Context: an optimization exercise on an open-source flow, tuned for small area. The choices shown serve that exercise and are no tape-out recipe.
RTL that was checked went through simulation tests only; none was proved equivalent to the original.
For runs 1 and 2, only the layout was checked, not whether the RTL still works.
Power and IR drop assume default switching activity.

==> flow/design.v <==
module ssd_decoder (
    input             clk,
    input             rst,
    input      [63:0] cfg_min1,
    input      [63:0] cfg_max1,
    input      [63:0] cfg_min0,
    input      [63:0] cfg_max0,
    input      [63:0] cfg_mingap,
    input      [63:0] cfg_maxgap,
    input      [63:0] cfg_maxbit,
    input       [4:0] cfg_preamble_bits,
    input             cfg_cksum_formula,
    input       [2:0] cfg_program_bytes,
    input       [2:0] cfg_unknown_bytes,
    input      [63:0] cfg_start,
    input             edge_valid,
    input             edge_end,
    input      [63:0] edge_pos,
    output            edge_ready,
    output reg        frame_valid,
    output     [63:0] frame_start,
    output     [63:0] frame_end,
    output      [3:0] frame_type,
    output      [3:0] frame_flags,
    output     [31:0] frame_data1,
    output     [31:0] frame_data2,
    output            halted,
    output      [1:0] hcause
);
    localparam [3:0] S_HUNT      = 4'h0,
                     S_PREAMBLE  = 4'h1,
                     S_PSTART    = 4'h2,
                     S_CMD       = 4'h3,
                     S_DSTART    = 4'h4,
                     S_DATA      = 4'h5,
                     S_DSTART_CK = 4'h6,
                     S_CKSUM     = 4'h7,
                     S_PEND      = 4'h8,
                     S_GAPSKIP   = 4'h9,
                     S_CFG       = 4'hC,    
                     S_BAD       = 4'hD,    
                     S_EXH       = 4'hE,    
                     S_FLT       = 4'hF;    
    localparam integer W  = 8;
    localparam integer ND = (64 + W - 1) / W;
    localparam integer PW = W * ND;
    localparam [2:0] F_PREAMBLE = 3'd0, F_PSBIT = 3'd1, F_COMMAND = 3'd2, F_DSBIT = 3'd3,
                     F_CAR_DATA = 3'd4, F_CHECKSUM = 3'd5, F_PEBIT = 3'd6, F_ERROR = 3'd7;
    localparam [1:0] M_UNKNOWN = 2'd0, M_PROGRAM = 2'd1, M_RACE = 2'd2;
    reg  [3:0] st;
    reg        step;       
    reg  [3:0] k;          
    reg        half;       
    reg [63:0] a, u;
    reg [PW-1:0] b;
    reg [31:0] pcnt;
    reg  [7:0] shreg;
    reg  [2:0] bidx;
    reg  [1:0] mode;
    reg  [2:0] ci;         
    reg  [7:0] cks;        
    reg        sone1, szero1, fault1;    
    reg  [2:0] ftype;
    reg b_len, z_len, b_span;
    reg b_min1, b_max1, b_min0, b_max0, b_ming, b_maxg, b_maxb;
    wire is_bit   = (st >= S_PSTART) && (st <= S_CKSUM);
    wire running  = !st[3] || (st == S_PEND) || (st == S_GAPSKIP);
    wire in_cfg   = (st == S_CFG);
    wire [ND-1:0] ksel = {{(ND-1){1'b0}}, 1'b1} << k;    
    wire first = (k == 4'd0);
    wire last  = (k == ND - 1);
    function [W-1:0] dig(input [63:0] v, input [ND-1:0] sel);
        integer i;
        reg [PW-1:0] pv;
        begin
            pv  = {{(PW-64){1'b0}}, v};
            dig = {W{1'b0}};
            for (i = 0; i < ND; i = i + 1)
                dig = dig | (pv[W*i +: W] & {W{sel[i]}});
        end
    endfunction
    wire [W-1:0] d_edge  = dig(edge_pos, ksel);
    wire [W-1:0] d_a     = dig(a, ksel);
    wire [W-1:0] d_min1  = dig(cfg_min1, ksel);
    wire [W-1:0] d_max1  = dig(cfg_max1, ksel);
    wire [W-1:0] d_min0  = dig(cfg_min0, ksel);
    wire [W-1:0] d_max0  = dig(cfg_max0, ksel);
    wire [W-1:0] d_ming  = dig(cfg_mingap, ksel);
    wire [W-1:0] d_maxg  = dig(cfg_maxgap, ksel);
    wire [W-1:0] d_maxb  = dig(cfg_maxbit, ksel);
    function bout(input [W-1:0] x, input [W-1:0] y, input bin);
        integer i;
        reg bb;
        begin
            bb = bin;
            for (i = 0; i < W; i = i + 1)
                bb = (~x[i] & y[i]) | (~(x[i] ^ y[i]) & bb);
            bout = bb;
        end
    endfunction
    function [W:0] dadd(input [W-1:0] x, input [W-1:0] y, input cin);
        integer i;
        reg cc;
        begin
            cc = cin;
            for (i = 0; i < W; i = i + 1) begin
                dadd[i] = x[i] ^ y[i] ^ cc;
                cc = (x[i] & y[i]) | ((x[i] ^ y[i]) & cc);
            end
            dadd[W] = cc;
        end
    endfunction
    function [W:0] dsub(input [W-1:0] x, input [W-1:0] y, input bin);
        integer i;
        reg bb;
        begin
            bb = bin;
            for (i = 0; i < W; i = i + 1) begin
                dsub[i] = x[i] ^ y[i] ^ bb;
                bb = (~x[i] & y[i]) | (~(x[i] ^ y[i]) & bb);
            end
            dsub[W] = bb;
        end
    endfunction
    wire [W-1:0] d_x = in_cfg ? (half ? d_min1 : d_min0) : d_edge;
    wire [W-1:0] d_y = in_cfg ? {W{1'b0}} : d_a;
    wire [W:0]   len_s  = dsub(d_x, d_y, b_len & !first);
    wire [W-1:0] d_len  = len_s[W-1:0];
    wire [W:0]   span_s = dadd(d_len, b[W-1:0], b_span & !first);
    wire [W-1:0] d_span = span_s[W-1:0];
    wire c_min1 = bout(d_len,  d_min1, b_min1 & !first);
    wire c_max1 = bout(d_max1, d_len,  b_max1 & !first);
    wire c_min0 = bout(d_len,  d_min0, b_min0 & !first);
    wire c_max0 = bout(d_max0, d_len,  b_max0 & !first);
    wire c_ming = bout(d_len,  d_ming, b_ming & !first);
    wire c_maxg = bout(d_maxg, d_len,  b_maxg & !first);
    wire c_maxb = bout(d_maxb, d_span, b_maxb & !first);
    wire z_next = (first | z_len) & (d_len == {W{1'b0}});
    wire fault   = b_len | z_len;             
    wire in_one  = !b_min1 && !b_max1;
    wire in_zero = !b_min0 && !b_max0;
    wire in_gap  = !b_ming && !b_maxg;
    wire span_ok = !b_maxb;
    wire c_err   = !in_one && !in_zero;       
    wire bit_berr = (!sone1 && !szero1) || c_err || !span_ok;
    wire bit_ferr = !bit_berr && (sone1 != in_one);
    wire bit_val  = sone1;
    wire [7:0] shifted = {shreg[6:0], bit_val};
    reg [2:0] expected;
    always @* begin
        case (mode)
            M_RACE:    expected = 3'd6;
            M_PROGRAM: expected = cfg_program_bytes;
            default:   expected = cfg_unknown_bytes;
        endcase
    end
    wire [1:0] new_mode = (shifted == 8'h02) ? M_RACE : (shifted == 8'h01) ? M_PROGRAM : M_UNKNOWN;
    wire cfg_small_ok = (cfg_preamble_bits >= 5'd8) && (cfg_preamble_bits <= 5'd22) &&
                        ((cfg_program_bytes == 3'd4) || (cfg_program_bytes == 3'd6)) &&
                        (cfg_unknown_bytes >= 3'd1) && (cfg_unknown_bytes <= 3'd6);
    wire do_step = running && step && edge_valid && !edge_end;
    wire do_pass = (running && !step && edge_valid && !edge_end) || in_cfg;
    reg        take;       
    reg        ld_a, ld_u;
    reg        emit;
    reg  [2:0] e_type;
    reg        err;
    reg  [2:0] e_kind;
    reg        p_inc, p_clr;
    reg  [3:0] st_n;
    reg        half_n;
    reg  [7:0] shreg_n, cks_n;
    reg  [2:0] bidx_n, ci_n;
    reg  [1:0] mode_n;
    always @* begin
        take    = 1'b0;
        ld_a    = 1'b0;
        ld_u    = 1'b0;
        emit    = 1'b0;
        e_type  = F_ERROR;
        err     = 1'b0;
        e_kind  = 3'd0;
        p_inc   = 1'b0;
        p_clr   = 1'b0;
        st_n    = st;
        half_n  = half;
        shreg_n = shreg;
        cks_n   = cks;
        bidx_n  = bidx;
        ci_n    = ci;
        mode_n  = mode;
        if (running && edge_valid && edge_end) begin
            st_n = S_EXH;
        end else if (do_step) begin
            if (is_bit && !half) begin
                take   = 1'b1;
                ld_a   = 1'b1;
                ld_u   = (st == S_PSTART) || (st == S_DSTART) || (st == S_DSTART_CK) || (bidx == 3'd0);
                half_n = 1'b1;
                p_clr  = 1'b1;
            end else if (fault || (is_bit && fault1)) begin
                st_n = S_FLT;
            end else begin
                case (st)
                    S_HUNT: begin
                        take = 1'b1;
                        ld_a = 1'b1;
                        if (in_one) begin
                            ld_u  = (pcnt[5:0] == 6'd0);
                            p_inc = 1'b1;
                            if (pcnt[5:0] == {cfg_preamble_bits - 5'd1, 1'b1})
                                st_n = S_PREAMBLE;
                        end else begin
                            p_clr = 1'b1;
                        end
                    end
                    S_PREAMBLE: begin
                        if (in_one) begin
                            take  = 1'b1;
                            ld_a  = 1'b1;
                            p_inc = 1'b1;
                        end else if (in_zero) begin
                            emit   = 1'b1;
                            e_type = F_PREAMBLE;
                            st_n   = S_PSTART;
                        end else begin
                            ld_a   = 1'b1;
                            err    = 1'b1;
                            e_kind = in_gap ? 3'd2 : 3'd1;
                        end
                    end
                    S_PSTART, S_DSTART, S_DSTART_CK: begin
                        take   = 1'b1;
                        ld_a   = 1'b1;
                        half_n = 1'b0;
                        if (bit_berr) begin
                            err = 1'b1; e_kind = 3'd4;
                        end else if (bit_ferr) begin
                            err = 1'b1; e_kind = 3'd5;
                        end else if (bit_val) begin
                            err = 1'b1; e_kind = 3'd6;
                        end else begin
                            emit   = 1'b1;
                            e_type = (st == S_PSTART) ? F_PSBIT : F_DSBIT;
                            bidx_n = 3'd0;
                            case (st)
                                S_PSTART: begin
                                    cks_n = {8{cfg_cksum_formula}};
                                    st_n  = S_CMD;
                                end
                                S_DSTART: st_n = S_DATA;
                                default:  st_n = S_CKSUM;
                            endcase
                        end
                    end
                    S_CMD, S_DATA, S_CKSUM: begin
                        take   = 1'b1;
                        ld_a   = 1'b1;
                        half_n = 1'b0;
                        if (bit_berr) begin
                            err = 1'b1; e_kind = 3'd4;
                        end else if (bit_ferr) begin
                            err = 1'b1; e_kind = 3'd5;
                        end else begin
                            shreg_n = shifted;
                            bidx_n  = bidx + 3'd1;
                            if (bidx == 3'd7) begin
                                emit = 1'b1;
                                case (st)
                                    S_CMD: begin
                                        mode_n = new_mode;
                                        ci_n   = 3'd0;
                                        if (cfg_cksum_formula)
                                            cks_n = cks ^ shifted;
                                        e_type = F_COMMAND;
                                        st_n   = S_DSTART;
                                    end
                                    S_DATA: begin
                                        cks_n  = cks ^ shifted;
                                        ci_n   = ci + 3'd1;
                                        e_type = F_CAR_DATA;
                                        st_n   = (ci + 3'd1 == expected) ? S_DSTART_CK : S_DSTART;
                                    end
                                    default: begin
                                        e_type = F_CHECKSUM;
                                        st_n   = S_PEND;
                                    end
                                endcase
                            end
                        end
                    end
                    S_PEND: begin
                        ld_a  = 1'b1;
                        ld_u  = 1'b1;
                        p_clr = 1'b1;
                        if (in_one) begin
                            emit   = 1'b1;
                            e_type = F_PEBIT;
                            take   = 1'b1;
                            st_n   = S_HUNT;    
                        end else if (in_zero) begin
                            err = 1'b1; e_kind = 3'd3;
                        end else if (in_gap) begin
                            emit   = 1'b1;
                            e_type = F_PEBIT;
                            st_n   = S_GAPSKIP;
                        end else begin
                            err = 1'b1; e_kind = 3'd1;
                        end
                    end
                    default: begin    
                        if (in_gap && !in_one && !in_zero) begin
                            take = 1'b1;
                            ld_a = 1'b1;
                        end else begin
                            p_clr = 1'b1;
                            st_n  = S_HUNT;
                        end
                    end
                endcase
                if (err) begin
                    emit   = 1'b1;
                    e_type = F_ERROR;
                    ci_n   = e_kind;
                    cks_n  = {4'd0, st};
                    p_clr  = 1'b1;
                    half_n = 1'b0;
                    st_n   = S_HUNT;
                end
            end
        end else if (in_cfg && last) begin
            if (!half) begin
                if (c_max1 && !c_max0) half_n = 1'b1;
                else                   st_n   = S_BAD;
            end else begin
                half_n = 1'b0;
                if (!c_max1 && !z_next && cfg_small_ok) st_n = S_HUNT;
                else                                     st_n = S_BAD;
            end
        end
    end
    assign edge_ready = take;
    wire p_set1 = frame_valid && ftype == F_PEBIT && st == S_HUNT;
    wire p_inc_en = p_inc && !(&pcnt);
    always @(posedge clk) begin
        if (rst || p_clr || p_set1)
            pcnt <= {31'd0, p_set1 && !rst};
        else
            pcnt <= pcnt + {31'd0, p_inc_en};
    end
    always @(posedge clk) begin
        if (rst) begin
            st          <= S_CFG;
            step        <= 1'b0;
            k           <= 4'd0;
            half        <= 1'b0;
            a           <= cfg_start;
            frame_valid <= 1'b0;
        end else begin
            st          <= st_n;
            half        <= half_n;
            frame_valid <= emit;
            if (do_pass) begin
                k    <= last ? 4'd0 : k + 4'd1;
                step <= last && !in_cfg;
            end else if (take) begin
                step <= 1'b0;
            end
            if (ld_a)
                a <= edge_pos;
        end
    end
    always @(posedge clk) begin
        shreg <= shreg_n;
        cks   <= cks_n;
        bidx  <= bidx_n;
        ci    <= ci_n;
        mode  <= mode_n;
        if (emit)
            ftype <= e_type;
        if (do_pass)
            b <= {d_len, b[PW-1:W]};
        if (ld_u)
            u <= a;
        if (do_step && is_bit && !half) begin
            sone1  <= in_one;
            szero1 <= in_zero && !in_one;
            fault1 <= fault;
        end
        if (do_pass) begin
            b_len  <= len_s[W];
            z_len  <= z_next;
            b_span <= span_s[W];
            b_min1 <= c_min1;
            b_max1 <= c_max1;
            b_min0 <= c_min0;
            b_max0 <= c_max0;
            b_ming <= c_ming;
            b_maxg <= c_maxg;
            b_maxb <= c_maxb;
        end
    end
    wire t_pre  = (ftype == F_PREAMBLE);
    wire t_cmd  = (ftype == F_COMMAND);
    wire t_car  = (ftype == F_CAR_DATA);
    wire t_ck   = (ftype == F_CHECKSUM);
    wire t_err  = (ftype == F_ERROR);
    wire t_byte = t_cmd || t_car || t_ck;
    assign frame_start = u;
    assign frame_end   = a;
    assign frame_type  = {1'b0, ftype};
    assign frame_data1 = {1'b0, pcnt[31:1]} |
                         (t_byte ? {24'd0, shreg} : 32'd0) |
                         (t_err  ? {29'd0, ci}    : 32'd0);
    assign frame_data2 = pcnt |
                         (t_cmd  ? {30'd0, mode}  : 32'd0) |
                         (t_car  ? {29'd0, ci}    : 32'd0) |
                         ((t_ck || t_err) ? {24'd0, cks} : 32'd0);
    assign frame_flags = t_ck  ? ((shreg != cks) ? 4'b1000 : 4'b0000) :
                         t_err ? ((ci == 3'd1 || ci == 3'd4) ? 4'b0001 :
                                  (ci == 3'd5)               ? 4'b0010 : 4'b0100) :
                         4'b0000;
    assign halted = (st == S_EXH) || (st == S_FLT);
    assign hcause = {1'b1, st[0]};
endmodule
==> flow/flow/run.sh <==
#!/bin/bash
set -e
export BUFFER_PORTS_ARGS="-buffer_cell sky130_fd_sc_hd__buf_1"
bash standard.sh "CTS_ARGS=-sink_clustering_enable -repair_clock_nets -buf_list sky130_fd_sc_hd__clkbuf_16 -dont_use_dummy_load -sink_clustering_size 30 -sink_clustering_max_diameter 100" finish > standard.log 2>&1
==> flow/standard.sh <==
#!/bin/bash
# synth_recipe.tcl (not shown) runs the flow's synth.tcl, then flattens the netlist and writes it again
# the make line also repeats each setting of config.mk as NAME=value (left out here)
make -C /OpenROAD-flow-scripts/flow DESIGN_CONFIG=/design/flow/config.mk WORK_HOME=/design/flow/orfs CLKGATE_MAP_FILE= SYNTH_SCRIPT=/design/flow/synth_recipe.tcl "${@:-finish}"
==> flow/config.mk <==
export PLATFORM = sky130hd
export DESIGN_NAME = ssd_decoder
export DESIGN_NICKNAME = ssd_decoder
export VERILOG_FILES = /design/flow/design.v
export SDC_FILE = /design/flow/constraint.sdc
export NUM_CORES = 4
export LEC_CHECK = 0
export CAP_MARGIN = 20
export CORE_AREA = 2.5 2.5 267.5 267.5
export DIE_AREA = 0 0 270 270
export SLEW_MARGIN = 20
==> flow/constraint.sdc <==
create_clock -name core_clock -period 20.0 [get_ports {clk}]
set_input_delay 4.0000 -clock core_clock [delete_from_list [all_inputs] [get_ports {clk}]]
set_output_delay 4.0000 -clock core_clock [all_outputs]
set_load 0.01 [all_outputs]
==> impl_metrics.toml, run 1 <==
[cts]
cts_resized = 0
cts_root_buffer = "clkbuf_16"
clock_latency_ns = 0.58
numCtsBuffers = 17
cts_sinks = 275
cts_buffer_depth = 3
cts_hold_buffers = 0
cts_htree_levels = 1
cts_tree = "built"
postCtsSetupBuffers = 0
clk_pin_slew_ns = 0.09

[logic_synthesis]
syn_avg_cell_area_um2 = 11.45
synth_ff_type = "edfxtp_1"
yosysUniqueCellTypes = 88
synth_enable_flop_cells = 232
yosysTopAreaCell = "edfxtp_1"
yosys_warnings = 1
synth-async-reset-ratio_pct = 0
ys_ff_latch = 275
yosysSeqAreaShare_pct = 47.38
netlist_instances = 1443
synth.area.top_cells = "edfxtp_1, a222oi_1, ha_1"
synth_top_area_share_pct = 42.17
netlist_area_mm2 = 0.01652

[setup_path]
worst_setup_path_start_kind = "input pin"
cp-end-kind = "register"
required_ns = 20.38
reg2reg_to = "st[3]$_SDFFE_PP1P_"
rr_startpoint = "k[2]$_SDFFE_PP0P_"
cp-startpoint = "cfg_min1[40]"
crit_end = "st[3]$_SDFFE_PP1P_"
crit_type = "input pin to register"
rrSetupSlack_ns = 11.16
cp_max_fo = 5
worstPathArrival_ns = 10.76
r2r_cells = 25

[global_routing]
grt_max_degree = 73
overflow = 0
grt_pass1_wl_um = 124400
antenna_found_initial = 45
busiest_layer = "met2"
grt.total_usage_pct = 24.17
grt_util_met2_pct = 41.31
grt_pass1_vias = 15443
met3_usage_pct = 5.557
use_met1_pct = 30.14

[timing]
setup_viol = 0
final.setup.tns_ns = 0
rsz0062_at_grt = "false"
final_max_slew_viol_count = 0
finalCritPeriodShare_pct = 51.89
slew_headroom_pct = 32.02
tightest_slew_ns = 1.020
fin_ws_ns = 9.623
fmax_ghz = 0.09636
hold_viol = 0
period_needed_ns = 10.38
finClkSkew_ns = 0.09789

[die]
die_y_um = 270
coreArea_mm2 = 0.06979
io_pins = 797
initial_core_util_pct = 23.67
dieArea_mm2 = 0.07290
die-width_um = 270
rows = 97

[pwr]
ir_worst_vdd_v = 0.00004606
seq_power_share_pct = 47.2
switching_share_pct = 34.17
pwr-share-comb_pct = 30.4
pwr-share-clk_pct = 22.5
p_int_mw = 1.020
leakage_nw = 6.860
p_sw_uw = 529.4
p_per_area_mw_per_mm2 = 75.36

[min_path]
min_path_type = "register to register"

[outcome]
status = "no timing/DRC/antenna violations"

[routing]
vias_per_cell = 5.462
ant_nets = 0
drt-initial-drc-count = 2758
drc = 0
wl_per_cell_um = 30.33
vias = 16808
firstDrtPassIters = 10
routed_wl_um = 93330

[placed_design]
port_buffers = 793
dp_slack_ns = 9.196
dpl.hpwl_um = 75630
gp_congestion = 1.056

[final_layout]
nets = 2806
fillers = 7423
drive_gt1_share_pct = 7.018
syn2layout_area_growth_pct = 24.45

[run]
maxCapViolations = 0
state kept, by name, summed over array words and instances (netlist names), 4 cells and up:
signal and count:
k 4, shreg 8, u 64, a 64, b 64, st 4
cks 8, pcnt 32
power by group through the flow:
| stage | sequential [mW] | clock, mW | combinational, mW |
|---|---|---|---|
| after CTS | 0.729 | 0.360 | 0.467 |
| after global placement | 0.740 | 0 | 0.459 |
| after global routing | 0.735 | 0.379 | 0.515 |
| after detailed placement | 0.742 | 0 | 0.464 |
| after floorplan | 0.724 | 0 | 0.266 |
| final | 0.731 | 0.348 | 0.471 |
placed cells by master (no fill, tap or decap), types with 42 or more instances in the layout:
master,instances
and3_1,43
nor2_1,94
dfxtp_1,43
nand3_1,52
a222oi_1,138
buf_1,792
ha_1,73
edfxtp_1,232
nand2_1,42
mux2_2,71
a22oi_1,72
inv_1,45
worst min path at each step:
stage | startpoint | endpoint | slack, ns | cells after the start
finish | b[59]$_DFFE_PP_ | b[51]$_DFFE_PP_ | 0.38 | 0
detailed placement | b[21]$_DFFE_PP_ | b[13]$_DFFE_PP_ | 0.40 | 0
global placement | b[10]$_DFFE_PP_ | b[2]$_DFFE_PP_ | 0.40 | 0
CTS | b[59]$_DFFE_PP_ | b[51]$_DFFE_PP_ | 0.38 | 0
floorplan | b[8]$_DFFE_PP_ | b[0]$_DFFE_PP_ | 0.40 | 0
global route | b[59]$_DFFE_PP_ | b[51]$_DFFE_PP_ | 0.39 | 0
cell families after synthesis:
logic type	count (synthesis)	share of synthesized area (%)
compound gates	397	19.49
other cells	2	0.04546
xor+xnor	58	3.075
mux	79	5.385
simple gates	341	11.02
flops	275	47.38
fa+ha+maj	90	7.528
buf+inv	201	6.082
per-layer routing:
metal / vias to the layer above / wire [µm]
li1: 7119 / -
met1: 8221 / 35080
met2: 1278 / 45480
met3: 176 / 9524
met4: 14 / 3159
met5: - / 85
critical path, stage by stage:
cell	delay, ns
buf_1	0.11
a22oi_1	0.10
nand3_1	0.30
mux2i_1	0.17
a21oi_1	0.25
fa_1	0.20
inv_1	0.06
fa_1	0.45
fa_1	0.46
fa_1	0.46
fa_1	0.47
fa_1	0.46
fa_1	0.45
fa_1	0.61
inv_1	0.19
ha_1	0.36
nand3_1	0.11
and3_1	0.17
a32oi_2	0.36
nor4_2	0.09
or2_0	0.25
or3_4	0.37
mux2_4	0.31
layout make-up:
type | count | area, µm² | share of cell area, %
diodes | 14 | 35.03 | 0.1704
clock buffers | 17 | 425.4 | 2.069
inverters | 48 | 182.7 | 0.8885
multi-input cells | 968 | 7767 | 37.78
flip-flops and latches | 275 | 7828 | 38.07
well taps | 940 | 1176 | 5.721
repair buffers | 815 | 3146 | 15.30
through the flow:
stage          instances  util [%]  hold slack [ns]  cell area, µm²  total power, mW
6_report            3077     29.46           0.3839           20560            1.549
3_5_place_dp        3046     28.79           0.4045           20090            1.205
3_3_place_gp        3046     28.79           0.4008           20090            1.199
4_1_cts             3063     29.40           0.3825           20520            1.556
5_1_grt             3073     29.45           0.3884           20550            1.630
2_1_floorplan       1444         -           0.4003           16520           0.9901
cells in the mapped netlist (all sizes together) (8+ instances only):
master    n
nand3    52
ha       73
a22oi    72
clkbuf   60
nand4    16
xnor2    29
a31oi    19
nor2b     8
and2      9
nor2     96
nor3     22
a21o     24
fa       16
edfxtp  232
inv      48
xor2     29
a222oi  138
a211oi    9
a21oi    39
a22o     11
nand2b    8
mux2     73
nand2    45
dfxtp    43
buf      93
nor4      9
and3     43
o21ai    36
==> run 2: changes to the inputs <==
--- a/flow/design.v
+++ b/flow/design.v
@@ -94,7 +94,7 @@
         begin
             bb = bin;
             for (i = 0; i < W; i = i + 1)
-                bb = (~x[i] & y[i]) | (~(x[i] ^ y[i]) & bb);
+                bb = (~x[i] & y[i]) | (~x[i] & bb) | (y[i] & bb);
             bout = bb;
         end
     endfunction
==> flow/flow/run.sh (replaced) <==
#!/bin/bash
set -e
rm -rf scripts_mod
cp -r "$FLOW_HOME/scripts" scripts_mod
cp flow/abc_speed.script scripts_mod/abc_speed.script
export BUFFER_PORTS_ARGS="-buffer_cell sky130_fd_sc_hd__buf_1"
bash standard.sh "SCRIPTS_DIR=$PWD/scripts_mod" \
  "CTS_ARGS=-sink_clustering_enable -repair_clock_nets -buf_list sky130_fd_sc_hd__clkbuf_16 -dont_use_dummy_load -sink_clustering_size 30 -sink_clustering_max_diameter 100" \
  finish > standard.log 2>&1
==> flow/flow/abc_speed.script (new file) <==
&get -n
&st
&dch -f
&nf -R 1000
&st
&syn2
&dch -f
&nf -R 1000
&st
&syn2
&dch -f
&nf -R 1000
&st
&dch -f
&nf -R 1000
&put
buffer -c
topo
stime -c
upsize -c
dnsize -c
==> run 2 against run 1 <==
Still clean on timing, DRC and antenna. Global-route usage is 3.2 points lower. Count of clock-buffer cells in the layout stayed put. First-iteration DRC count fell by 10%. Critical path depth is the same. Combinational power rose by 110%. Total power is 37% higher. Via count is 4.5% lower. Sequential cell count stayed put. Synthesized cell count down 3.6%. Setup slack better by 0.043 ns. Clock skew down 0.019 ns.
==> impl_metrics.toml, run 2 <==
[placed_design]
port_buffers = 793
dp_slack_ns = 9.233
placed_area_mm2 = 0.01920
gp_congestion = 0.9432
dpl.hpwl_um = 64830

[routing]
m1WireLength_um = 33120
drt-initial-drc-count = 2470
met3_length_um = 7293
routed.top_layer = "met5"
firstDrtPassIters = 8
ant_nets = 0
wl_per_cell_um = 26.68
routed_wl_um = 80670
vias = 16047
vias_per_cell = 5.307
wl_met2_um = 37660
drc = 0

[cts]
numCtsBuffers = 17
cts_sinks = 275
cts_htree_levels = 1
cts_root_buffer = "clkbuf_16"
clock_latency_ns = 0.55
cts_tree = "built"
clk_pin_slew_ns = 0.11
postCtsSetupBuffers = 0
cts_buffer_depth = 3
cts_resized = 0
cts_hold_buffers = 0

[timing]
setup_viol = 0
slew_headroom_pct = 22.24
tightest_slew_ns = 1.166
fmax_ghz = 0.09676
final_max_slew_viol_count = 0
finClkSkew_ns = 0.07926
rsz0062_at_grt = "false"
period_needed_ns = 10.33
hold_viol = 0
final.setup.tns_ns = 0
fin_ws_ns = 9.665
finalCritPeriodShare_pct = 51.67

[logic_synthesis]
synth-async-reset-ratio_pct = 0
synth.most_common_cell = "edfxtp_1"
yosysUniqueCellTypes = 76
synth_top_area_share_pct = 44.63
netlist_area_mm2 = 0.01561
netlist_instances = 1391
synth_ff_type = "edfxtp_1"
syn_avg_cell_area_um2 = 11.22
synth.area.top_cells = "edfxtp_1, a222oi_1, dfxtp_1"
ys_top_cells_by_count = "edfxtp_1, a222oi_1, nand2_1"
yosys_warnings = 1
yosysSeqAreaShare_pct = 50.15
yosysTopAreaCell = "edfxtp_1"
synth_enable_flop_cells = 232
ys_ff_latch = 275

[global_routing]
overflow = 0
grt.total_usage_pct = 20.96
grt_pass1_vias = 15433
antenna_found_initial = 9
grt_pass1_wl_um = 111600
grt_max_degree = 82

[setup_path]
worstPathArrival_ns = 10.75
cp_max_fo = 13
path_cells = "buf_1 -> a222oi_1 -> nand2_1 -> a221oi_1 -> nor2_1 -> a21oi_1 -> o21ai_0 -> fa_1 -> inv_1 -> fa_1 -> inv_1 -> fa_1 -> fa_1 -> fa_1 -> fa_1 -> fa_1 -> fa_1 -> o22ai_1 -> a2bb2oi_2 -> nor4_2 -> or3_1 -> nor3_1 -> a211oi_1"
slowest_stage = "fa_1"
crit_top_cell = "fa_1"
worst_setup_path_start_kind = "input pin"
cp-end-kind = "register"
required_ns = 20.41
cp_slowest_stage_delay_ns = 0.92
crit_type = "input pin to register"

[final_layout]
reg_top3 = "a (64), b (64), u (64)"
nets = 2704
syn2layout_area_growth_pct = 25.91
final_common_cell = "buf_1"
multi_input_comb_area_mm2 = 0.006847
design_area_mm2 = 0.01965
register_area_mm2 = 0.007828
fillers = 7499
drive_gt1_share_pct = 7.078
final_cell_mix = "buf_1, edfxtp_1, a222oi_1"
final_core_util_pct = 28.16

[pwr]
ir_worst_vdd_v = 0.00005402
total_power_mw = 2.122
leakage_nw = 6.421
p_per_area_mw_per_mm2 = 108.0

[die]
io_pins = 797
die-width_um = 270
dieArea_mm2 = 0.07290
coreArea_mm2 = 0.06979
rows = 97
initial_core_util_pct = 22.37
die_y_um = 270

[run]
maxCapViolations = 0

[outcome]
status = "no timing/DRC/antenna violations"

[min_path]
min_path_type = "register to register"
[run 2: cell types whose count changed after synthesis, sizes merged, moves of 9 or more]
cell	before	now
a221oi	0	37
maj3	1	10
o22ai	1	14
nand2	45	97
nand3	52	35
and3	43	27
xnor2	29	16
a22o	11	1
a22oi	72	58
a21oi	39	56
ha	73	17
mux2	73	64
[run 2: area by class of cell]
type	instances	area share (%)
multi-input combinational	921	34.84
antenna	7	0.08913
timing repair buffer	823	16.31
clock buffer	17	2.165
inverter	41	0.7831
sequential	275	39.83
tap	940	5.985
[run 2: routing by layer]
metal | GRT usage (%) | up-vias
met5 | 0 | -
met4 | 6.189 | 2
met3 | 3.956 | 126
met2 | 34.46 | 1139
met1 | 27.96 | 7861
li1 | - | 6919
[run 2: worst max-delay path: cells and delay by family]
family | cells | cell delay, ns
buffers and inverters | 3 | 0.23
AND/OR/NAND/NOR | 5 | 0.98
adder cells (fa/ha/maj) | 8 | 3.80
AO/OA/AOI/OAI | 7 | 1.72
[run 2: cell families (layout without fill, tap and decap cells)]
| family | Yosys count | after routing | synth area share [%] |
|---|---|---|---|
| multiplexers | 70 | 70 | 5.002 |
| flip-flops | 275 | 275 | 50.15 |
| XOR/XNOR | 39 | 39 | 2.188 |
| AO/OA/AOI/OAI | 423 | 423 | 21.63 |
| buffers and inverters | 196 | 881 | 6.381 |
| other | 2 | 10 | 0.04811 |
| AND/OR/NAND/NOR | 343 | 343 | 10.50 |
| adder cells (fa/ha/maj) | 43 | 43 | 4.104 |
[run 2: through the flow]
| stage | cells | hold slack, ns |
|---|---|---|
| 6_report | 3024 | 0.3433 |
| 4_1_cts | 3017 | 0.3436 |
| 5_1_grt | 3022 | 0.3422 |
| 2_1_floorplan | 1392 | 0.4003 |
| 3_3_place_gp | 3000 | 0.4003 |
| 3_5_place_dp | 3000 | 0.4045 |
[run 2: path summary, 6_finish.rpt]
check                                        from                 end  slack, ns  cells past startpoint
worst max-delay path                  cfg_min0[8]  st[1]$_SDFFE_PP0P_       9.67                     23
worst min-delay path              b[38]$_DFFE_PP_     b[30]$_DFFE_PP_       0.34                      0
worst max register to register  k[0]$_SDFFE_PP0P_  st[1]$_SDFFE_PP0P_      11.69                     27
worst min register to register    b[38]$_DFFE_PP_     b[30]$_DFFE_PP_       0.34                      0
[run 2: power breakdown]
part	switching [mW]	total, mW	internal [mW]
clock network	0.193	0.345	0.152
registers	0.0519	0.801	0.749
logic	0.621	0.976	0.355
total	0.865	2.12	1.26
==> run 3: changes to the inputs <==
--- a/flow/design.v
+++ b/flow/design.v
@@ -60,6 +60,7 @@
     reg  [2:0] ci;         
     reg  [7:0] cks;        
     reg        sone1, szero1, fault1;    
+    reg        at_start;   
     reg  [2:0] ftype;
     reg b_len, z_len, b_span;
     reg b_min1, b_max1, b_min0, b_max0, b_ming, b_maxg, b_maxb;
@@ -81,6 +82,7 @@
     endfunction
     wire [W-1:0] d_edge  = dig(edge_pos, ksel);
     wire [W-1:0] d_a     = dig(a, ksel);
+    wire [W-1:0] d_cst   = dig(cfg_start, ksel);
     wire [W-1:0] d_min1  = dig(cfg_min1, ksel);
     wire [W-1:0] d_max1  = dig(cfg_max1, ksel);
     wire [W-1:0] d_min0  = dig(cfg_min0, ksel);
@@ -123,10 +125,10 @@
         end
     endfunction
     wire [W-1:0] d_x = in_cfg ? (half ? d_min1 : d_min0) : d_edge;
-    wire [W-1:0] d_y = in_cfg ? {W{1'b0}} : d_a;
+    wire [W-1:0] d_y = in_cfg ? {W{1'b0}} : at_start ? d_cst : d_a;
     wire [W:0]   len_s  = dsub(d_x, d_y, b_len & !first);
     wire [W-1:0] d_len  = len_s[W-1:0];
-    wire [W:0]   span_s = dadd(d_len, b[W-1:0], b_span & !first);
+    wire [W:0]   span_s = dsub(d_edge, b[W-1:0], b_span & !first);
     wire [W-1:0] d_span = span_s[W-1:0];
     wire c_min1 = bout(d_len,  d_min1, b_min1 & !first);
     wire c_max1 = bout(d_max1, d_len,  b_max1 & !first);
@@ -354,7 +356,7 @@
             step        <= 1'b0;
             k           <= 4'd0;
             half        <= 1'b0;
-            a           <= cfg_start;
+            at_start    <= 1'b1;
             frame_valid <= 1'b0;
         end else begin
             st          <= st_n;
@@ -367,7 +369,7 @@
                 step <= 1'b0;
             end
             if (ld_a)
-                a <= edge_pos;
+                at_start <= 1'b0;
         end
     end
     always @(posedge clk) begin
@@ -379,9 +381,11 @@
         if (emit)
             ftype <= e_type;
         if (do_pass)
-            b <= {d_len, b[PW-1:W]};
+            b <= {d_y, b[PW-1:W]};
+        if (ld_a)
+            a <= edge_pos;
         if (ld_u)
-            u <= a;
+            u <= b[63:0];
         if (do_step && is_bit && !half) begin
             sone1  <= in_one;
             szero1 <= in_zero && !in_one;
==> flow/flow/run.sh (replaced) <==
#!/bin/bash
set -e
rm -rf scripts_mod
cp -r "$FLOW_HOME/scripts" scripts_mod
cp flow/abc_speed.script scripts_mod/abc_speed.script
export BUFFER_PORTS_ARGS="-buffer_cell sky130_fd_sc_hd__buf_1"
bash standard.sh "SCRIPTS_DIR=$PWD/scripts_mod" \
  "CTS_ARGS=-sink_clustering_enable -repair_clock_nets -buf_list sky130_fd_sc_hd__clkbuf_16 -dont_use_dummy_load -sink_clustering_size 25 -sink_clustering_max_diameter 80" \
  finish > standard.log 2>&1
==> run 3 against run 2 <==
Final cell count up 0.99%. Critical endpoint is now edge_ready. Die area unchanged. Largest power group is now sequential cells. Non-clock buffer count unchanged. Highest routed layer unchanged. First-iteration DRC count down 11%. Clock power up 18%.
==> impl_metrics.toml, run 3 <==
[global_routing]
grt_pass1_vias = 15043
grt_max_degree = 67
grt_pass1_wl_um = 116400
overflow = 0
grt.total_usage_pct = 22.03
antenna_found_initial = 16

[timing]
fmax_ghz = 0.1042
finalCritPeriodShare_pct = 47.99
hold_viol = 0
period_needed_ns = 9.598
rsz0062_at_grt = "false"
finClkSkew_ns = 0.1015
slew_headroom_pct = 29.82
final.setup.tns_ns = 0
setup_viol = 0
tightest_slew_ns = 1.046
final_max_slew_viol_count = 0

[setup_path]
slowest_stage = "a21boi_0"
cp_max_fo = 6
cp-end-kind = "output port"
cp_slowest_stage_delay_ns = 0.33
worst_setup_path_start_kind = "input pin"
crit_type = "input pin to output port"
required_ns = 16.00
path_cells = "buf_1 -> a21boi_0 -> nand2_1 -> or2_2 -> nor2_1 -> nand2_1 -> nand2_1 -> buf_1"
worstPathArrival_ns = 5.60
crit_top_cell = "nand2_1"

[die]
io_pins = 797
initial_core_util_pct = 22.07
die-width_um = 270
rows = 97
dieArea_mm2 = 0.07290
die_y_um = 270
coreArea_mm2 = 0.06979

[routing]
routed_wl_um = 84860
vias_per_cell = 5.288
drt-initial-drc-count = 2188
wl_per_cell_um = 27.79
drc = 0
vias = 16151
firstDrtPassIters = 8
ant_nets = 0

[final_layout]
instances_no_fill = 3054
syn2layout_area_growth_pct = 27.65
drive_gt1_share_pct = 4.230
nets = 2731
final_cell_mix = "buf_1, edfxtp_1, a222oi_1"
reg_top3 = "a (64), b (64), u (64)"
final_common_cell = "buf_1"

[logic_synthesis]
ys_top_cells_by_count = "edfxtp_1, a222oi_1, nor2_1"
yosysTopAreaCell = "edfxtp_1"
netlist_instances = 1418
synth_ff_type = "edfxtp_1"
yosysUniqueCellTypes = 72
netlist_area_mm2 = 0.01540
synth_top_area_share_pct = 45.24
yosys_warnings = 1
yosysSeqAreaShare_pct = 50.96
synth.most_common_cell = "edfxtp_1"
synth-async-reset-ratio_pct = 0
synth_enable_flop_cells = 232
synth.area.top_cells = "edfxtp_1, a222oi_1, dfxtp_1"
ys_ff_latch = 276
syn_avg_cell_area_um2 = 10.86

[outcome]
status = "no timing/DRC/antenna violations"

[placed_design]
dpl.hpwl_um = 69740
gp_congestion = 0.9451
dp_cells = 3020
port_buffers = 793

[pwr]
total_power_mw = 1.916
leakage_nw = 6.475
ir_worst_vdd_v = 0.00005600
p_per_area_mw_per_mm2 = 97.46

[min_path]
min_path_type = "register to register"

[cts]
cts_root_buffer = "clkbuf_16"
clock_latency_ns = 0.58
cts_htree_levels = 1
clk_pin_slew_ns = 0.09
numCtsBuffers = 24
cts_hold_buffers = 0
cts_tree = "built"
postCtsSetupBuffers = 0
cts_sinks = 276
cts_buffer_depth = 3
cts_resized = 0

[run]
maxCapViolations = 0
[run 3: final cells by class]
type / instances / area [µm²]
multi-input combinational: 943 / 6650
inverter: 38 / 143.9
timing repair buffer: 823 / 3214
sequential: 276 / 7848
clock buffer: 24 / 600.6
antenna: 10 / 25.02
tap: 940 / 1176
fill: 7500 / 50130
[run 3: layer usage]
layer  global-route usage (%)  part of all wire (%)  vias up
li1                         -                     -     7064
met1                    29.45                    41     7861
met2                    35.46                    46     1071
met3                    5.148                   9.4      151
met4                    6.348                   3.2        4
met5                        0                 0.027        -
[run 3: through the flow]
stage               area (µm²)  hold WS [ns]  worst slack, ns  util (%)
finish                   19660        0.4058            10.40     28.17
global route             19650        0.4158            10.19     28.16
CTS                      19630        0.4059            10.39     28.13
detailed placement       19030        0.4327            10.19     27.27
global placement         19030        0.4264            10.23     27.27
floorplan                15400        0.4215            9.549         -
[run 3: kinds of logic after synthesis]
logic type / count (synthesis) / share of synthesized area [%]
other: 2 / 0.04877
AND/OR/NAND/NOR: 373 / 11.50
XOR/XNOR: 42 / 2.389
buffers and inverters: 200 / 6.321
AO/OA/AOI/OAI: 480 / 24.50
multiplexers: 8 / 0.5606
adder cells (fa/ha/maj): 37 / 3.721
flip-flops: 276 / 50.96
[run 3: power breakdown]
part	leakage, nW	switching [mW]	internal, mW
Combinational	3.49	0.477	0.264
Clock	0.296	0.198	0.210
Sequential	2.69	0.0544	0.712
Total	6.48	0.729	1.19
[run 3: final timing paths]
path / startpoint / end / slack (ns) / depth (start not counted)
max: edge_valid / edge_ready / 10.40 / 8
min: b[26]$_DFFE_PP_ / b[18]$_DFFE_PP_ / 0.41 / 0
max reg2reg: k[0]$_SDFFE_PP0P_ / st[2]$_SDFFE_PP1P_ / 12.01 / 27
min reg2reg: b[26]$_DFFE_PP_ / b[18]$_DFFE_PP_ / 0.41 / 0
[run 3: critical path: cells and delay by family]
family                 cells  cell delay [ns]
AO/OA/AOI/OAI              1             0.33
AND/OR/NAND/NOR            5             0.99
buffers and inverters      2             0.27
==> run 4: changes to the inputs <==
--- a/flow/design.v
+++ b/flow/design.v
@@ -44,12 +44,13 @@
     localparam integer W  = 8;
     localparam integer ND = (64 + W - 1) / W;
     localparam integer PW = W * ND;
+    localparam integer KW = (ND > 8) ? 4 : (ND > 4) ? 3 : (ND > 2) ? 2 : 1;
     localparam [2:0] F_PREAMBLE = 3'd0, F_PSBIT = 3'd1, F_COMMAND = 3'd2, F_DSBIT = 3'd3,
                      F_CAR_DATA = 3'd4, F_CHECKSUM = 3'd5, F_PEBIT = 3'd6, F_ERROR = 3'd7;
     localparam [1:0] M_UNKNOWN = 2'd0, M_PROGRAM = 2'd1, M_RACE = 2'd2;
     reg  [3:0] st;
     reg        step;       
-    reg  [3:0] k;          
+    reg  [KW-1:0] k;       
     reg        half;       
     reg [63:0] a, u;
     reg [PW-1:0] b;
@@ -61,6 +62,7 @@
     reg  [7:0] cks;        
     reg        sone1, szero1, fault1;    
     reg        at_start;   
+    reg        swp;        
     reg  [2:0] ftype;
     reg b_len, z_len, b_span;
     reg b_min1, b_max1, b_min0, b_max0, b_ming, b_maxg, b_maxb;
@@ -68,7 +70,7 @@
     wire running  = !st[3] || (st == S_PEND) || (st == S_GAPSKIP);
     wire in_cfg   = (st == S_CFG);
     wire [ND-1:0] ksel = {{(ND-1){1'b0}}, 1'b1} << k;    
-    wire first = (k == 4'd0);
+    wire first = (k == 0);
     wire last  = (k == ND - 1);
     function [W-1:0] dig(input [63:0] v, input [ND-1:0] sel);
         integer i;
@@ -81,7 +83,6 @@
         end
     endfunction
     wire [W-1:0] d_edge  = dig(edge_pos, ksel);
-    wire [W-1:0] d_a     = dig(a, ksel);
     wire [W-1:0] d_cst   = dig(cfg_start, ksel);
     wire [W-1:0] d_min1  = dig(cfg_min1, ksel);
     wire [W-1:0] d_max1  = dig(cfg_max1, ksel);
@@ -125,7 +126,8 @@
         end
     endfunction
     wire [W-1:0] d_x = in_cfg ? (half ? d_min1 : d_min0) : d_edge;
-    wire [W-1:0] d_y = in_cfg ? {W{1'b0}} : at_start ? d_cst : d_a;
+    wire [W-1:0] d_y = in_cfg ? {W{1'b0}} : at_start ? d_cst : a[W-1:0];
+    wire [W-1:0] a_in = swp ? b[W-1:0] : d_edge;
     wire [W:0]   len_s  = dsub(d_x, d_y, b_len & !first);
     wire [W-1:0] d_len  = len_s[W-1:0];
     wire [W:0]   span_s = dsub(d_edge, b[W-1:0], b_span & !first);
@@ -161,9 +163,9 @@
                         ((cfg_program_bytes == 3'd4) || (cfg_program_bytes == 3'd6)) &&
                         (cfg_unknown_bytes >= 3'd1) && (cfg_unknown_bytes <= 3'd6);
     wire do_step = running && step && edge_valid && !edge_end;
-    wire do_pass = (running && !step && edge_valid && !edge_end) || in_cfg;
+    wire do_pass = (running && !step && edge_valid && !edge_end) || in_cfg || swp;
     reg        take;       
-    reg        ld_a, ld_u;
+    reg        ld_u, restart, swp_n;
     reg        emit;
     reg  [2:0] e_type;
     reg        err;
@@ -176,7 +178,8 @@
     reg  [1:0] mode_n;
     always @* begin
         take    = 1'b0;
-        ld_a    = 1'b0;
+        restart = 1'b0;
+        swp_n   = swp;
         ld_u    = 1'b0;
         emit    = 1'b0;
         e_type  = F_ERROR;
@@ -191,12 +194,17 @@
         bidx_n  = bidx;
         ci_n    = ci;
         mode_n  = mode;
-        if (running && edge_valid && edge_end) begin
+        if (swp) begin
+            if (last) begin
+                swp_n  = 1'b0;
+                emit   = 1'b1;
+                e_type = F_PREAMBLE;
+            end
+        end else if (running && edge_valid && edge_end) begin
             st_n = S_EXH;
         end else if (do_step) begin
             if (is_bit && !half) begin
                 take   = 1'b1;
-                ld_a   = 1'b1;
                 ld_u   = (st == S_PSTART) || (st == S_DSTART) || (st == S_DSTART_CK) || (bidx == 3'd0);
                 half_n = 1'b1;
                 p_clr  = 1'b1;
@@ -206,7 +214,6 @@
                 case (st)
                     S_HUNT: begin
                         take = 1'b1;
-                        ld_a = 1'b1;
                         if (in_one) begin
                             ld_u  = (pcnt[5:0] == 6'd0);
                             p_inc = 1'b1;
@@ -219,21 +226,18 @@
                     S_PREAMBLE: begin
                         if (in_one) begin
                             take  = 1'b1;
-                            ld_a  = 1'b1;
                             p_inc = 1'b1;
                         end else if (in_zero) begin
-                            emit   = 1'b1;
-                            e_type = F_PREAMBLE;
-                            st_n   = S_PSTART;
+                            swp_n   = 1'b1;
+                            restart = 1'b1;
+                            st_n    = S_PSTART;
                         end else begin
-                            ld_a   = 1'b1;
                             err    = 1'b1;
                             e_kind = in_gap ? 3'd2 : 3'd1;
                         end
                     end
                     S_PSTART, S_DSTART, S_DSTART_CK: begin
                         take   = 1'b1;
-                        ld_a   = 1'b1;
                         half_n = 1'b0;
                         if (bit_berr) begin
                             err = 1'b1; e_kind = 3'd4;
@@ -257,7 +261,6 @@
                     end
                     S_CMD, S_DATA, S_CKSUM: begin
                         take   = 1'b1;
-                        ld_a   = 1'b1;
                         half_n = 1'b0;
                         if (bit_berr) begin
                             err = 1'b1; e_kind = 3'd4;
@@ -292,7 +295,6 @@
                         end
                     end
                     S_PEND: begin
-                        ld_a  = 1'b1;
                         ld_u  = 1'b1;
                         p_clr = 1'b1;
                         if (in_one) begin
@@ -313,7 +315,6 @@
                     default: begin    
                         if (in_gap && !in_one && !in_zero) begin
                             take = 1'b1;
-                            ld_a = 1'b1;
                         end else begin
                             p_clr = 1'b1;
                             st_n  = S_HUNT;
@@ -354,21 +355,23 @@
         if (rst) begin
             st          <= S_CFG;
             step        <= 1'b0;
-            k           <= 4'd0;
+            k           <= 0;
             half        <= 1'b0;
             at_start    <= 1'b1;
+            swp         <= 1'b0;
             frame_valid <= 1'b0;
         end else begin
             st          <= st_n;
             half        <= half_n;
             frame_valid <= emit;
             if (do_pass) begin
-                k    <= last ? 4'd0 : k + 4'd1;
-                step <= last && !in_cfg;
-            end else if (take) begin
+                k    <= last ? 0 : k + 1'b1;
+                step <= last && !in_cfg && !swp;
+            end else if (take || restart) begin
                 step <= 1'b0;
             end
-            if (ld_a)
+            swp         <= swp_n;
+            if (take)
                 at_start <= 1'b0;
         end
     end
@@ -380,10 +383,10 @@
         mode  <= mode_n;
         if (emit)
             ftype <= e_type;
-        if (do_pass)
+        if (do_pass) begin
+            a <= {a_in, a[63:W]};
             b <= {d_y, b[PW-1:W]};
-        if (ld_a)
-            a <= edge_pos;
+        end
         if (ld_u)
             u <= b[63:0];
         if (do_step && is_bit && !half) begin
==> run 4 against run 3 <==
Still clean on timing, DRC and antenna. Clock skew down 0.059 ns. Sequential power rose by 19%. Non-clock buffer count decreased by 2. Global-route usage shrank 1.5 points. Maximum frequency decreased by 1.5%. Design area decreased by 3.1%. First-iteration DRC count up 6.1%. Largest cell class unchanged.
==> impl_metrics.toml, run 4 <==
[outcome]
status = "no timing/DRC/antenna violations"

[die]
coreArea_mm2 = 0.06979
io_pins = 797
dieArea_mm2 = 0.07290
initial_core_util_pct = 21.50
die_y_um = 270
rows = 97
die-width_um = 270

[final_layout]
syn2layout_area_growth_pct = 26.91
register_area_mm2 = 0.007848
final_cell_mix = "buf_1, edfxtp_1, a222oi_1"
multi_input_comb_area_mm2 = 0.006205
final_common_cell = "buf_1"
nets = 2663
reg_top3 = "a (64), b (64), u (64)"
fillers = 7511
drive_gt1_share_pct = 3.733

[logic_synthesis]
yosys_warnings = 1
ys_ff_latch = 276
ys_top_cells_by_count = "edfxtp_1, a222oi_1, nor2_1"
syn_avg_cell_area_um2 = 11.12
synth_top_area_share_pct = 46.43
netlist_instances = 1349
netlist_area_mm2 = 0.01500
synth_enable_flop_cells = 232
synth.most_common_cell = "edfxtp_1"
synth.area.top_cells = "edfxtp_1, a222oi_1, dfxtp_1"
synth-async-reset-ratio_pct = 0
yosysTopAreaCell = "edfxtp_1"
yosysUniqueCellTypes = 70
yosysSeqAreaShare_pct = 52.30
synth_ff_type = "edfxtp_1"

[setup_path]
r2r_cells = 27
cp-end-kind = "output port"
crit_type = "input pin to output port"
worstPathArrival_ns = 5.75
cp_max_fo = 6
worst_setup_path_start_kind = "input pin"
required_ns = 16.00

[global_routing]
grt_pass1_wl_um = 108500
met3_usage_pct = 6.081
grt.total_usage_pct = 20.48
overflow = 0
antenna_found_initial = 22
use_met1_pct = 25.05
grt_util_met2_pct = 35.01
grt_max_degree = 77
grt_pass1_vias = 14772
busiest_layer = "met2"

[pwr]
ir_worst_vdd_v = 0.00005465
leakage_nw = 6.331
p_per_area_mw_per_mm2 = 112.8

[routing]
ant_nets = 0
firstDrtPassIters = 10
drc = 0
vias_per_cell = 5.189
drt-initial-drc-count = 2321
routed_wl_um = 79440
wl_per_cell_um = 26.59
vias = 15506

[timing]
setup_viol = 0
fin_hold_ws_ns = 0.4353
period_needed_ns = 9.748
tightest_slew_ns = 1.058
final_max_slew_viol_count = 0
rsz0062_at_grt = "false"
finClkSkew_ns = 0.04215
final.setup.tns_ns = 0
fmax_ghz = 0.1026
finalCritPeriodShare_pct = 48.74
slew_headroom_pct = 29.47
hold_viol = 0

[cts]
postCtsSetupBuffers = 0
cts_htree_levels = 1
cts_sinks = 276
clk_pin_slew_ns = 0.10
clock_latency_ns = 0.53
cts_hold_buffers = 0
cts_buffer_depth = 3
numCtsBuffers = 17
cts_tree = "built"
cts_resized = 0
cts_root_buffer = "clkbuf_16"

[placed_design]
dpl.hpwl_um = 64780
port_buffers = 793
gp_congestion = 0.9612

[min_path]
min_path_type = "register to register"
holdPathStages = 0

[run]
maxCapViolations = 0
## run 4: cell types whose count changed after synthesis, sizes merged, moves of 6 or more
| cell | change |
|---|---|
| a222oi | +17 |
| a22oi | -22 |
| clkbuf | -36 |
| nand2 | -16 |
| inv | +7 |
| xnor2 | +9 |
| a21oi | +29 |
| buf | +26 |
| nor2 | -23 |
| a221oi | -26 |
| o21ai | -6 |
| nor3 | +14 |
| xor2 | -15 |
## run 4: final timing paths
kind | start | to | slack (ns)
worst min register to register | b[38]$_DFFE_PP_ | b[30]$_DFFE_PP_ | 0.44
worst max-delay path | edge_valid | edge_ready | 10.25
worst min-delay path | b[38]$_DFFE_PP_ | b[30]$_DFFE_PP_ | 0.44
worst max register to register | k[0]$_SDFFE_PP0P_ | st[0]$_SDFFE_PP0P_ | 12.17
## run 4: metrics by stage
step	worst slack [ns]	cells	total power, mW	area, µm²	utilization (%)
global placement	10.14	2958	1.831	18580	26.62
global route	10.15	2982	2.278	19030	27.26
finish	10.25	2988	2.148	19040	27.29
detailed placement	10.06	2958	1.837	18580	26.62
floorplan	10.82	1350	1.371	15010	-
CTS	10.30	2975	2.179	19010	27.23
## run 4: area by class of cell
cell class	instances	share of cell area (%)
multi-input combinational	877	32.58
tap	940	6.177
timing repair buffer	821	16.72
inverter	45	0.9133
antenna	12	0.1577
sequential	276	41.21
clock buffer	17	2.234
## run 4: layer usage
metal / vias up / wire [µm] / share of wire (%)
met5: - / 69 / 0.087
met4: 12 / 2377 / 3.0
met3: 135 / 7373 / 9.3
met2: 1002 / 37930 / 48
met1: 7560 / 31690 / 40
li1: 6797 / - / -
## run 4: report_power, final
part,internal [mW],leakage [nW],switching (mW)
Combinational,0.296,3.31,0.602
Sequential,0.802,2.81,0.112
Clock,0.152,0.210,0.184
## run 4: cell families after synthesis
| group | after synthesis | synth area share [%] |
|---|---|---|
| DFF | 276 | 52.30 |
| buffers and inverters | 197 | 6.754 |
| xor gates and xnor gates | 36 | 2.101 |
| other | 2 | 0.05005 |
| and+or+nand+nor | 351 | 11.52 |
| adders and majority gates | 39 | 3.978 |
| muxes | 5 | 0.3419 |
| AOI/OAI and AO/OA | 443 | 22.95 |
## run 4: critical path: stages
cell and delay, ns:
buf_1 0.09, a21boi_2 0.22, nand2_1 0.09, nor2_2 0.18, nand2_1 0.17, a21o_1 0.23
or3_1 0.51, inv_1 0.10, buf_1 0.16
==> run 5: changes to the inputs <==
--- a/flow/design.v
+++ b/flow/design.v
@@ -63,7 +63,6 @@
     reg        sone1, szero1, fault1;    
     reg        at_start;   
     reg        swp;        
-    reg  [2:0] ftype;
     reg b_len, z_len, b_span;
     reg b_min1, b_max1, b_min0, b_max0, b_ming, b_maxg, b_maxb;
     wire is_bit   = (st >= S_PSTART) && (st <= S_CKSUM);
@@ -167,7 +166,6 @@
     reg        take;       
     reg        ld_u, restart, swp_n;
     reg        emit;
-    reg  [2:0] e_type;
     reg        err;
     reg  [2:0] e_kind;
     reg        p_inc, p_clr;
@@ -182,7 +180,6 @@
         swp_n   = swp;
         ld_u    = 1'b0;
         emit    = 1'b0;
-        e_type  = F_ERROR;
         err     = 1'b0;
         e_kind  = 3'd0;
         p_inc   = 1'b0;
@@ -198,7 +195,6 @@
             if (last) begin
                 swp_n  = 1'b0;
                 emit   = 1'b1;
-                e_type = F_PREAMBLE;
             end
         end else if (running && edge_valid && edge_end) begin
             st_n = S_EXH;
@@ -247,7 +243,6 @@
                             err = 1'b1; e_kind = 3'd6;
                         end else begin
                             emit   = 1'b1;
-                            e_type = (st == S_PSTART) ? F_PSBIT : F_DSBIT;
                             bidx_n = 3'd0;
                             case (st)
                                 S_PSTART: begin
@@ -277,17 +272,14 @@
                                         ci_n   = 3'd0;
                                         if (cfg_cksum_formula)
                                             cks_n = cks ^ shifted;
-                                        e_type = F_COMMAND;
                                         st_n   = S_DSTART;
                                     end
                                     S_DATA: begin
                                         cks_n  = cks ^ shifted;
                                         ci_n   = ci + 3'd1;
-                                        e_type = F_CAR_DATA;
                                         st_n   = (ci + 3'd1 == expected) ? S_DSTART_CK : S_DSTART;
                                     end
                                     default: begin
-                                        e_type = F_CHECKSUM;
                                         st_n   = S_PEND;
                                     end
                                 endcase
@@ -299,14 +291,13 @@
                         p_clr = 1'b1;
                         if (in_one) begin
                             emit   = 1'b1;
-                            e_type = F_PEBIT;
                             take   = 1'b1;
+                            ci_n   = 3'd0;      
                             st_n   = S_HUNT;    
                         end else if (in_zero) begin
                             err = 1'b1; e_kind = 3'd3;
                         end else if (in_gap) begin
                             emit   = 1'b1;
-                            e_type = F_PEBIT;
                             st_n   = S_GAPSKIP;
                         end else begin
                             err = 1'b1; e_kind = 3'd1;
@@ -323,7 +314,6 @@
                 endcase
                 if (err) begin
                     emit   = 1'b1;
-                    e_type = F_ERROR;
                     ci_n   = e_kind;
                     cks_n  = {4'd0, st};
                     p_clr  = 1'b1;
@@ -343,7 +333,8 @@
         end
     end
     assign edge_ready = take;
-    wire p_set1 = frame_valid && ftype == F_PEBIT && st == S_HUNT;
+    wire ci0    = (ci == 3'd0);
+    wire p_set1 = frame_valid && st == S_HUNT && ci0;
     wire p_inc_en = p_inc && !(&pcnt);
     always @(posedge clk) begin
         if (rst || p_clr || p_set1)
@@ -381,8 +372,6 @@
         bidx  <= bidx_n;
         ci    <= ci_n;
         mode  <= mode_n;
-        if (emit)
-            ftype <= e_type;
         if (do_pass) begin
             a <= {a_in, a[63:W]};
             b <= {d_y, b[PW-1:W]};
@@ -407,15 +396,20 @@
             b_maxb <= c_maxb;
         end
     end
-    wire t_pre  = (ftype == F_PREAMBLE);
-    wire t_cmd  = (ftype == F_COMMAND);
-    wire t_car  = (ftype == F_CAR_DATA);
-    wire t_ck   = (ftype == F_CHECKSUM);
-    wire t_err  = (ftype == F_ERROR);
+    wire t_pre  = (st == S_PSTART);
+    wire t_psb  = (st == S_CMD);
+    wire t_cmd  = (st == S_DSTART) && ci0;
+    wire t_dsb  = (st == S_DATA) || (st == S_CKSUM);
+    wire t_car  = ((st == S_DSTART) && !ci0) || (st == S_DSTART_CK);
+    wire t_ck   = (st == S_PEND);
+    wire t_peb  = (st == S_GAPSKIP) || ((st == S_HUNT) && ci0);
+    wire t_err  = (st == S_HUNT) && !ci0;
     wire t_byte = t_cmd || t_car || t_ck;
     assign frame_start = u;
     assign frame_end   = a;
-    assign frame_type  = {1'b0, ftype};
+    assign frame_type  = {1'b0, t_car || t_ck || t_peb || t_err,
+                                t_cmd || t_dsb || t_peb || t_err,
+                                t_psb || t_dsb || t_ck || t_err};
     assign frame_data1 = {1'b0, pcnt[31:1]} |
                          (t_byte ? {24'd0, shreg} : 32'd0) |
                          (t_err  ? {29'd0, ci}    : 32'd0);
==> run 5 against run 4 <==
Clock power grew 4%. Still clean on timing, DRC and antenna. Core utilization shrank 0.057 points. Wire length grew 2.1%. Combinational power grew 16%. Count of clock-buffer cells in the layout grew 1. Largest cell class unchanged. Critical endpoint unchanged. Register-to-register slack gained 0.12 ns. First-iteration DRC count grew 9.1%.
==> impl_metrics.toml, run 5 <==
[cts]
postCtsSetupBuffers = 0
numCtsBuffers = 18
cts_sinks = 273
cts_resized = 0
cts_root_buffer = "clkbuf_16"
cts_tree = "built"
clk_pin_slew_ns = 0.10
cts_hold_buffers = 0
clock_latency_ns = 0.56
cts_buffer_depth = 3
cts_htree_levels = 1

[logic_synthesis]
syn_avg_cell_area_um2 = 11.01
synth-simple-area-share_pct = 10.96
yosys_warnings = 1
synth_enable_flop_cells = 229
yosysTopAreaCell = "edfxtp_1"
synth.most_common_cell = "edfxtp_1"
netlist_instances = 1345
synth-xor-area-share_pct = 2.247
netlist_area_mm2 = 0.01481
synth_top_family_by_area = "compound AO/OA/AOI/OAI gates"
synth-async-reset-ratio_pct = 0
synth_compound_area_share_pct = 23.12
synth_top_area_share_pct = 46.42
yosysSeqAreaShare_pct = 52.37
synth_mux_area_share_pct = 0.3632
yosys.area_share.adder_pct = 4.629
ys_top_cells_by_count = "edfxtp_1, a222oi_1, nor2_1"
synth.area.top_cells = "edfxtp_1, a222oi_1, dfxtp_1"
yosysUniqueCellTypes = 65
ys_ff_latch = 273
synth_ff_type = "edfxtp_1"

[die]
initial_core_util_pct = 21.23
coreArea_mm2 = 0.06979
io_pins = 797
die-width_um = 270
rows = 97
dieArea_mm2 = 0.07290
die_y_um = 270

[routing]
vias_per_cell = 5.173
drc = 0
firstDrtPassIters = 14
routed_wl_um = 81110
ant_nets = 0
wl_per_cell_um = 27.12
drt-initial-drc-count = 2533
vias = 15472

[setup_path]
cp-end-kind = "output port"
cp_max_fo = 5
crit_type = "input pin to output port"
worstPathArrival_ns = 5.56
required_ns = 16.00
worst_setup_path_start_kind = "input pin"

[pwr]
p_per_area_mw_per_mm2 = 120.9
leakage_nw = 6.375
ir_worst_vdd_v = 0.00005640

[timing]
final_max_slew_viol_count = 0
tightest_slew_ns = 1.099
setup_viol = 0
slew_headroom_pct = 26.74
rsz0062_at_grt = "false"
finalCritPeriodShare_pct = 47.82
final.setup.tns_ns = 0
finClkSkew_ns = 0.1050
fin_hold_ws_ns = 0.4098
hold_viol = 0
fmax_ghz = 0.1046
period_needed_ns = 9.564

[final_layout]
fillers = 7503
design_area_mm2 = 0.01900
final_common_cell = "buf_1"
nets = 2665
syn2layout_area_growth_pct = 28.28
drive_gt1_share_pct = 3.778
final_cell_mix = "buf_1, edfxtp_1, a222oi_1"
final_core_util_pct = 27.23
reg_top3 = "a (64), b (64), u (64)"

[placed_design]
gp_congestion = 0.9526
dpl.hpwl_um = 66250
placed_area_mm2 = 0.01852
port_buffers = 793

[min_path]
min_path_type = "register to register"

[run]
maxCapViolations = 0

[global_routing]
grt_pass1_wl_um = 111200
grt_pass1_vias = 14866
antenna_found_initial = 20
grt_max_degree = 77
grt.total_usage_pct = 21.12
overflow = 0

[outcome]
status = "no timing/DRC/antenna violations"
[run 5: cell count changes after synthesis, moves of 6 or more]
cell	before	now
buf_2	36	2
clkbuf_1	46	76
xor2_1	10	23
xnor2_1	26	15
nand3_1	49	58
nor3_1	36	28
maj3_2	3	10
o21ai_1	8	1
a222oi_1	143	137
and3_1	32	26
nor2_1	83	89
[run 5: logic make-up (layout without fill, tap and decap cells)]
family                     after synthesis  after routing
AOI/OAI and AO/OA                      445            445
DFF                                    273            273
adders and majority gates               47             47
buffers and inverters                  193            885
other                                    2             16
and+or+nand+nor                        342            342
xor gates and xnor gates                38             38
muxes                                    5              5
[run 5: power by group]
group	internal (mW)	leakage [nW]	total, mW	switching [mW]
combinational	0.352	3.39	1.04	0.687
clock	0.160	0.222	0.349	0.188
sequential	0.797	2.76	0.910	0.113
[run 5: final cells by class]
cell class / count / area [µm²] / share of cell area (%)
Multi-Input combinational cell: 880 / 6206 / 32.66
Sequential cell: 273 / 7757 / 40.82
Inverter: 44 / 165.2 / 0.8692
Tap cell: 940 / 1176 / 6.190
Antenna cell: 13 / 32.53 / 0.1712
Clock buffer: 18 / 450.4 / 2.370
Timing Repair Buffer: 823 / 3214 / 16.92
[run 5: critical path, stage by stage]
cell and delay (ns):
buf_1 0.16, nand3_1 0.13, or2_2 0.34, nor2_1 0.23, o21ai_0 0.31, inv_1 0.22
buf_1 0.18
[run 5: metrics by stage]
step | instances | setup WS, ns | power [mW]
floorplan | 1346 | 9.993 | 1.443
CTS | 2978 | 10.45 | 2.332
global placement | 2960 | 10.05 | 1.974
finish | 2991 | 10.44 | 2.297
global route | 2981 | 10.07 | 2.439
detailed placement | 2960 | 9.968 | 1.977
[run 5: final timing paths]
| check | startpoint | end | slack (ns) | cells after the start |
|---|---|---|---|---|
| worst min register to register | b[24]$_DFFE_PP_ | b[16]$_DFFE_PP_ | 0.41 | 0 |
| worst max-delay path | edge_valid | edge_ready | 10.44 | 7 |
| worst min-delay path | b[24]$_DFFE_PP_ | b[16]$_DFFE_PP_ | 0.41 | 0 |
| worst max register to register | k[0]$_SDFFE_PP0P_ | st[2]$_SDFFE_PP1P_ | 12.29 | 27 |
[run 5: layer usage]
layer	vias to the layer above	track usage (%)	share of wire [%]
met4	8	5.726	2.9
met5	-	0	0.064
met1	7571	27.66	41
li1	6786	-	-
met3	124	4.748	9.1
met2	983	35.00	47

-- re-timing with driven ports --
Ports are ideal in the flow. The routed layouts listed here were re-timed in OpenROAD. Step 1 (the two cells are an assumption about what drives the block):
set clk [get_ports {clk}]
set_driving_cell -lib_cell sky130_fd_sc_hd__clkbuf_16 $clk
set_driving_cell -lib_cell sky130_fd_sc_hd__buf_2 [delete_from_list [all_inputs] $clk]
Step 2 adds t to the input delays and takes it off the output delays; t is the mean of the earliest and latest rising clock arrival at the registers after step 1. Input paths then give back, and output paths get back, about the clock's delay inside the block. Three values: ideal, step 1, step 2; two values: the first two.
| run | t (ns) | slack for setup (ns) | worst setup path after step 2 |
|---|---|---|---|
| run 1 | 0.591 | 9.623 / 9.588 / 8.997 | input to register |
| run 2 | 0.569 | 9.665 / 9.699 / 9.130 | input to register |
| run 3 | 0.582 | 10.402 / 10.341 / 10.186 | input to register |
| run 4 | 0.553 | 10.252 / 10.160 / 9.773 | input to register |
| run 5 | 0.576 | 10.436 / 10.337 / 9.944 | input to register |
After both steps every run listed still meets setup and hold. For run 1, which loses most, drivers alone change the setup slack by -0.035 ns; drivers and shift together by -0.626 ns.
